Background: an optimization exercise with open tools, aiming at small area and a short achievable clock period. Do not read the settings as production practice. At most, simulation tests tie the RTL to the original design; equivalence was not proved.

## ebd_mfc
module ebd_mfc (
    input  wire        clk,
    input  wire        rst,
    output wire        adc_req,
    output wire [1:0]  adc_ch,
    input  wire        adc_done,
    input  wire [9:0]  adc_data,
    input  wire        btn_a,
    input  wire        btn_b,
    output wire [15:0] duty_out,
    output wire        load_en,
    output wire        fan_en,
    output wire        led,
    output wire        frame_valid,
    input  wire        disp_ack,
    input  wire        host_valid,
    input  wire        host_we,
    input  wire [3:0]  host_addr,
    input  wire [31:0] host_wdata,
    output reg  [31:0] host_rdata
);
export LEC_CHECK = 0
export CAP_MARGIN = 20
export CORE_MARGIN = 2
export CORE_UTILIZATION = 60
export CTS_BUF_LIST = sky130_fd_sc_hd__clkbuf_8
export CTS_CLUSTER_DIAMETER = 50
export CTS_CLUSTER_SIZE = 16
export PLACE_DENSITY = 0.75
export SLEW_MARGIN = 20
create_clock -name core_clock -period 70.0 [get_ports {clk}]
standard.sh (not shown) runs the stock make flow with config.mk's settings and CLKGATE_MAP_FILE= SYNTH_SCRIPT=/design/flow/synth_recipe.tcl, a recipe that flattens the netlist after the stock synthesis.
==> flow/flow/run.sh <==
#!/bin/bash
# The standard layout (the standard.sh, standard synthesis unchanged), with
# two changes to how it is made:
#  - the port buffers are buf_2 cells instead of the delay buffer buffer_ports
#    picks by default;
#  - the timing repair steps aim for a setup slack margin, so that they size
#    and buffer the longest paths instead of stopping at the 70 ns period.
# The constraints (constraint.sdc, the 70 ns clock) are the standard flow's, unchanged.
set -euo pipefail
export SETUP_SLACK_MARGIN=54.8
export BUFFER_PORTS_ARGS="-buffer_cell sky130_fd_sc_hd__buf_2"
bash standard.sh > standard.log 2>&1
The first run finished clean.
==> next run, changes <==
==> flow/flow/run.sh (replaced) <==
#!/bin/bash
# The standard layout (the standard.sh, standard synthesis unchanged), with
# two changes to how it is made:
#  - the port buffers are buf_4 cells instead of the delay buffer buffer_ports
#    picks by default;
#  - the timing repair steps aim for a setup slack margin, so that they size
#    and buffer the longest paths instead of stopping at the 70 ns period.
# The constraints (constraint.sdc, the 70 ns clock) are the standard flow's, unchanged.
set -euo pipefail
export SETUP_SLACK_MARGIN=54.8
export BUFFER_PORTS_ARGS="-buffer_cell sky130_fd_sc_hd__buf_4"
bash standard.sh > standard.log 2>&1
CORE_UTILIZATION = 40   (was 60)
CTS_BUF_LIST = default   (was sky130_fd_sc_hd__clkbuf_8)
CTS_CLUSTER_DIAMETER = default   (was 50)
CTS_CLUSTER_SIZE = default   (was 16)
PLACE_DENSITY = default   (was 0.75)
The changed run completed without violations; worst hold slack gains 0.012 ns; critical path depth is unchanged.
==> next run, changes <==
CORE_UTILIZATION = 60   (was 40)
CTS_BUF_LIST = sky130_fd_sc_hd__clkbuf_4 sky130_fd_sc_hd__clkbuf_8   (was default)
PLACE_DENSITY = 0.75   (was default)
The new run finished with timing, DRC and antenna clean.
Via count increases by a few percent.
Design area decreases slightly.
Die area decreases by a quarter to a third.
Clock skew hardly moves.
Setup slack is worse by 0.045 ns.
Routed wire length increases by a few percent.
Area after synthesis stays the same.
Worst hold slack is worse by 0.026 ns.
Cell count decreases by a little under a tenth.
Non-clock buffer count increases by 2.
==> next run, changes <==
==> flow/flow/run.sh (replaced) <==
#!/bin/bash
# The standard layout (the standard.sh, standard synthesis unchanged), with
# two changes to how it is made:
#  - the port buffers are buf_2 cells instead of the delay buffer buffer_ports
#    picks by default;
#  - the timing repair steps aim for a setup slack margin, so that they size
#    and buffer the longest paths instead of stopping at the 70 ns period.
# The constraints (constraint.sdc, the 70 ns clock) are the standard flow's, unchanged.
set -euo pipefail
export SETUP_SLACK_MARGIN=54.8
export BUFFER_PORTS_ARGS="-buffer_cell sky130_fd_sc_hd__buf_2"
bash standard.sh > standard.log 2>&1
CTS_BUF_LIST = default   (was sky130_fd_sc_hd__clkbuf_4 sky130_fd_sc_hd__clkbuf_8)
CTS_CLUSTER_DIAMETER = 60   (was default)
CTS_CLUSTER_SIZE = 30   (was default)
Result: First-iteration DRC count fell by 16%. Global-route usage shrinks by 0.74 points. Sequential share of layout area climbs by 0.93 points. Wire length decreases by 1.9%. Worst setup slack improves by 0.035 ns.

---

Starting RTL as in the previous note.
Settings: LEC_CHECK=0, CAP_MARGIN=20, CORE_MARGIN=2, CORE_UTILIZATION=60, CTS_CLUSTER_DIAMETER=60, CTS_CLUSTER_SIZE=30, PLACE_DENSITY=0.75, SLEW_MARGIN=20; clock period 70.0 ns.
==> flow/flow/run.sh <==
#!/bin/bash
# The standard layout (the standard.sh, standard synthesis unchanged), with
# two changes to how it is made:
#  - the port buffers are buf_4 cells instead of the delay buffer buffer_ports
#    picks by default;
#  - the timing repair steps aim for a setup slack margin, so that they size
#    and buffer the longest paths instead of stopping at the 70 ns period.
# The constraints (constraint.sdc, the 70 ns clock) are the standard flow's, unchanged.
set -euo pipefail
export SETUP_SLACK_MARGIN=54.8
export BUFFER_PORTS_ARGS="-buffer_cell sky130_fd_sc_hd__buf_4"
bash standard.sh > standard.log 2>&1
Rerun with:
--- a/flow/flow/run.sh
+++ b/flow/flow/run.sh
@@ -4 +4 @@
-#  - the port buffers are buf_4 cells instead of the delay buffer buffer_ports
+#  - the port buffers are buf_2 cells instead of the delay buffer buffer_ports
@@ -11 +11 @@
-export BUFFER_PORTS_ARGS="-buffer_cell sky130_fd_sc_hd__buf_4"
+export BUFFER_PORTS_ARGS="-buffer_cell sky130_fd_sc_hd__buf_2"
CORE_UTILIZATION = 70   (was 60)
PLACE_DENSITY = 0.85   (was 0.75)
First-iteration DRC count is higher by 29%; final cell count is lower by 2.2%; sequential cell count is unchanged; clock-buffer cell count is unchanged; non-clock buffer count is higher by 1.
Rerun with:
--- a/flow/flow/run.sh
+++ b/flow/flow/run.sh
@@ -10 +10 @@
-export SETUP_SLACK_MARGIN=54.8
+export SETUP_SLACK_MARGIN=55.1
CORE_UTILIZATION = 60   (was 70)
PLACE_DENSITY = 0.75   (was 0.85)
=> Die area is higher by about a fifth. Core utilization goes down by 7.8 points. Flip-flop and latch count does not change. Critical path depth stays the same.
Rerun with:
--- a/flow/flow/run.sh
+++ b/flow/flow/run.sh
@@ -10 +10 @@
-export SETUP_SLACK_MARGIN=55.1
+export SETUP_SLACK_MARGIN=54.8
CAP_MARGIN = 10   (was 20)
SLEW_MARGIN = 10   (was 20)
The new run passed the timing, DRC and antenna checks.
Core utilization came out lower by 2.6 points.
Cell count went down slightly.
Critical path depth stays the same.
Hold slack gets better by 0.033 ns.
Register-to-register slack loses 0.36 ns.
Routed wire length decreases slightly.
Rerun with:
CAP_MARGIN = 20   (was 10)
CTS_CLUSTER_DIAMETER = unset   (was 60)
CTS_CLUSTER_SIZE = unset   (was 30)
SLEW_MARGIN = 20   (was 10)
Result:
- The changed run passed the timing, DRC and antenna checks
- worst setup slack is better by 0.0057 ns
- hold slack got worse by 0.018 ns
- final cell count rises by 1.1%
- core utilization is higher by 1.1 points
- die area is unchanged
- global-route usage came out higher by 0.56 points
- via count rose by 1.6%
- register-to-register slack gains 0.04 ns

---

Another version of the RTL of ebd_mfc (not shown whole).
For scale: roughly 3600 cells after synthesis, ~610 flip-flops, ~110 I/O pins, roughly 38000 um^2 of cells after synthesis.
## ebd_mfc
module ebd_mfc (
    input  wire        clk,
    input  wire        rst,
    output wire        adc_req,
    output wire [1:0]  adc_ch,
    input  wire        adc_done,
    input  wire [9:0]  adc_data,
    input  wire        btn_a,
    input  wire        btn_b,
    output wire [15:0] duty_out,
    output wire        load_en,
    output wire        fan_en,
    output wire        led,
    output wire        frame_valid,
    input  wire        disp_ack,
    input  wire        host_valid,
    input  wire        host_we,
    input  wire [3:0]  host_addr,
    input  wire [31:0] host_wdata,
    output reg  [31:0] host_rdata
);
export LEC_CHECK = 0
export CAP_MARGIN = 20
export CORE_MARGIN = 2
export CORE_UTILIZATION = 40
export SLEW_MARGIN = 20
create_clock -name core_clock -period 70.0 [get_ports {clk}]
==> flow/flow/run.sh <==
#!/bin/bash
# The standard layout (the standard.sh, standard synthesis unchanged), with
# two changes to how it is made:
#  - the port buffers are buf_4 cells instead of the delay buffer buffer_ports
#    picks by default;
#  - the timing repair steps aim for a setup slack margin, so that they size
#    and buffer the longest paths instead of stopping at the 70 ns period.
# The constraints (constraint.sdc, the 70 ns clock) are the standard flow's, unchanged.
set -euo pipefail
export SETUP_SLACK_MARGIN=55.0
export CTS_CLUSTER_SIZE=24
export BUFFER_PORTS_ARGS="-buffer_cell sky130_fd_sc_hd__buf_4"
bash standard.sh > standard.log 2>&1
The first run finished with timing, DRC and antenna clean.
Then changed:
--- a/flow/flow/run.sh
+++ b/flow/flow/run.sh
@@ -10,2 +10 @@
-export SETUP_SLACK_MARGIN=55.0
-export CTS_CLUSTER_SIZE=24
+export SETUP_SLACK_MARGIN=54.8
After rerunning:
- The changed run passed the timing, DRC and antenna checks
- routed wire length shrinks by about 1.2%
- maximum frequency hardly moves
- hold slack got worse by 7.3 ps
- utilization shrinks by 1.0 points
- design area shrinks by about 2.2%
No run of this note included a check of the RTL's function; only the layout flow was run.

---

Setup of main:
Another version of the RTL of ebd_mfc (not shown whole).
Size in the first run: about 3800 cells after synthesis, ~590 flip-flops, roughly 110 I/O pins.
Settings: LEC_CHECK=0, CAP_MARGIN=20, CORE_MARGIN=2, CORE_UTILIZATION=40, SLEW_MARGIN=20; clock period 70.0 ns.
run.sh (not shown) runs the stock make flow with config.mk's settings and CLKGATE_MAP_FILE= SYNTH_SCRIPT=/design/flow/synth_recipe.tcl, a recipe that flattens the netlist after the stock synthesis.
Stock flow here: none of the scripts above is used.
diff inputs: main => the feature branch
==> flow/flow/run.sh (new file) <==
#!/bin/bash
# The standard layout (the standard.sh, standard synthesis unchanged), with
# two changes to how it is made:
#  - the port buffers are buf_4 cells instead of the delay buffer buffer_ports
#    picks by default;
#  - the timing repair steps aim for a setup slack margin, so that they size
#    and buffer the longest paths instead of stopping at the 70 ns period.
# The constraints (constraint.sdc, the 70 ns clock) are the standard flow's, unchanged.
set -euo pipefail
export SETUP_SLACK_MARGIN=54.8
export BUFFER_PORTS_ARGS="-buffer_cell sky130_fd_sc_hd__buf_4"
bash standard.sh > standard.log 2>&1
==> flow/standard.sh (new file) <==
#!/bin/bash
# synth_recipe.tcl (not shown) runs the flow's synth.tcl, then flattens the netlist and writes it again
# the make line also repeats each setting of config.mk as NAME=value (left out here)
make -C /OpenROAD-flow-scripts/flow DESIGN_CONFIG=/design/flow/config.mk WORK_HOME=/design/flow/orfs CLKGATE_MAP_FILE= SYNTH_SCRIPT=/design/flow/synth_recipe.tcl "${@:-finish}"
removed: flow/run.sh
- The feature branch finished every stage and its layout cleared the timing, DRC and antenna checks.
- As far as number of primary I/O pins goes, main and the feature branch are indistinguishable; the numbers are identical.
- Between main and the feature branch, the hold slack figures differ only marginally.
- The feature branch ended up with a higher initial antenna violation count than main did.
- The feature branch against main: final area increased 230 sq um, final worst-path cycle share decreased 1.5 points.

afterwards: timing with drivers on the ports:
Ports are ideal in the flow. The routed layouts listed here were re-timed in OpenROAD. Step 1: set_driving_cell puts a clkbuf_16 on clk and a buf_2 on each other input, an assumption about the parent block. Step 2 times the ports against the registers' clock, not the clock port: input delays grow and output delays shrink by t, the midpoint of the rising clock arrivals with the driver on. a / b / c = ideal ports / drivers / drivers and shift; a / b = the first two.
| run | t (ns) | setup WS [ns] | worst setup path at the end | clock arrival spread, ns | cell pins on the clock port's net |
|---|---|---|---|---|---|
| the first run of note 1 | 0.770 | 54.745 / 54.684 / 54.130 | input to register | 0.062 / 0.063 | 1 |
| the second run of note 1 | 0.678 | 54.822 / 54.757 / 54.190 | input to register | 0.058 / 0.058 | 1 |
| the third run of note 1 | 0.751 | 54.776 / 54.719 / 54.092 | input to register | 0.060 / 0.060 | 1 |
| the fourth run of note 1 | 0.653 | 54.811 / 54.748 / 54.204 | input to register | 0.057 / 0.057 | 1 |
| the first run of note 2 | 0.661 | 54.818 / 54.752 / 54.197 | input to register | 0.031 / 0.031 | 1 |
| the second run of note 2 | 0.660 | 54.810 / 54.747 / 54.211 | input to register | 0.038 / 0.038 | 1 |
| the third run of note 2 | 0.646 | 54.896 / 54.828 / 54.296 | input to register | 0.048 / 0.048 | 1 |
| the fourth run of note 2 | 0.653 | 54.811 / 54.748 / 54.204 | input to register | 0.057 / 0.057 | 1 |
| the fifth run of note 2 | 0.703 | 54.817 / 54.749 / 54.174 | input to register | 0.061 / 0.061 | 1 |
| the first run of note 3 | 0.688 | 54.775 / 54.711 / 54.159 | input to register | 0.056 / 0.057 | 1 |
| the second run of note 3 | 0.678 | 54.768 / 54.702 / 54.109 | input to register | 0.085 / 0.085 | 1 |
| main | 0.724 | 53.763 / 53.796 / 53.072 | input to register | 0.038 / 0.038 | 1 |
| the feature branch | 0.705 | 54.796 / 54.747 / 54.112 | input to register | 0.041 / 0.041 | 1 |
After both steps setup and hold are still met in every run listed. For main, which loses most, drivers alone change the setup slack by +0.033 ns; drivers and shift together by -0.691 ns.
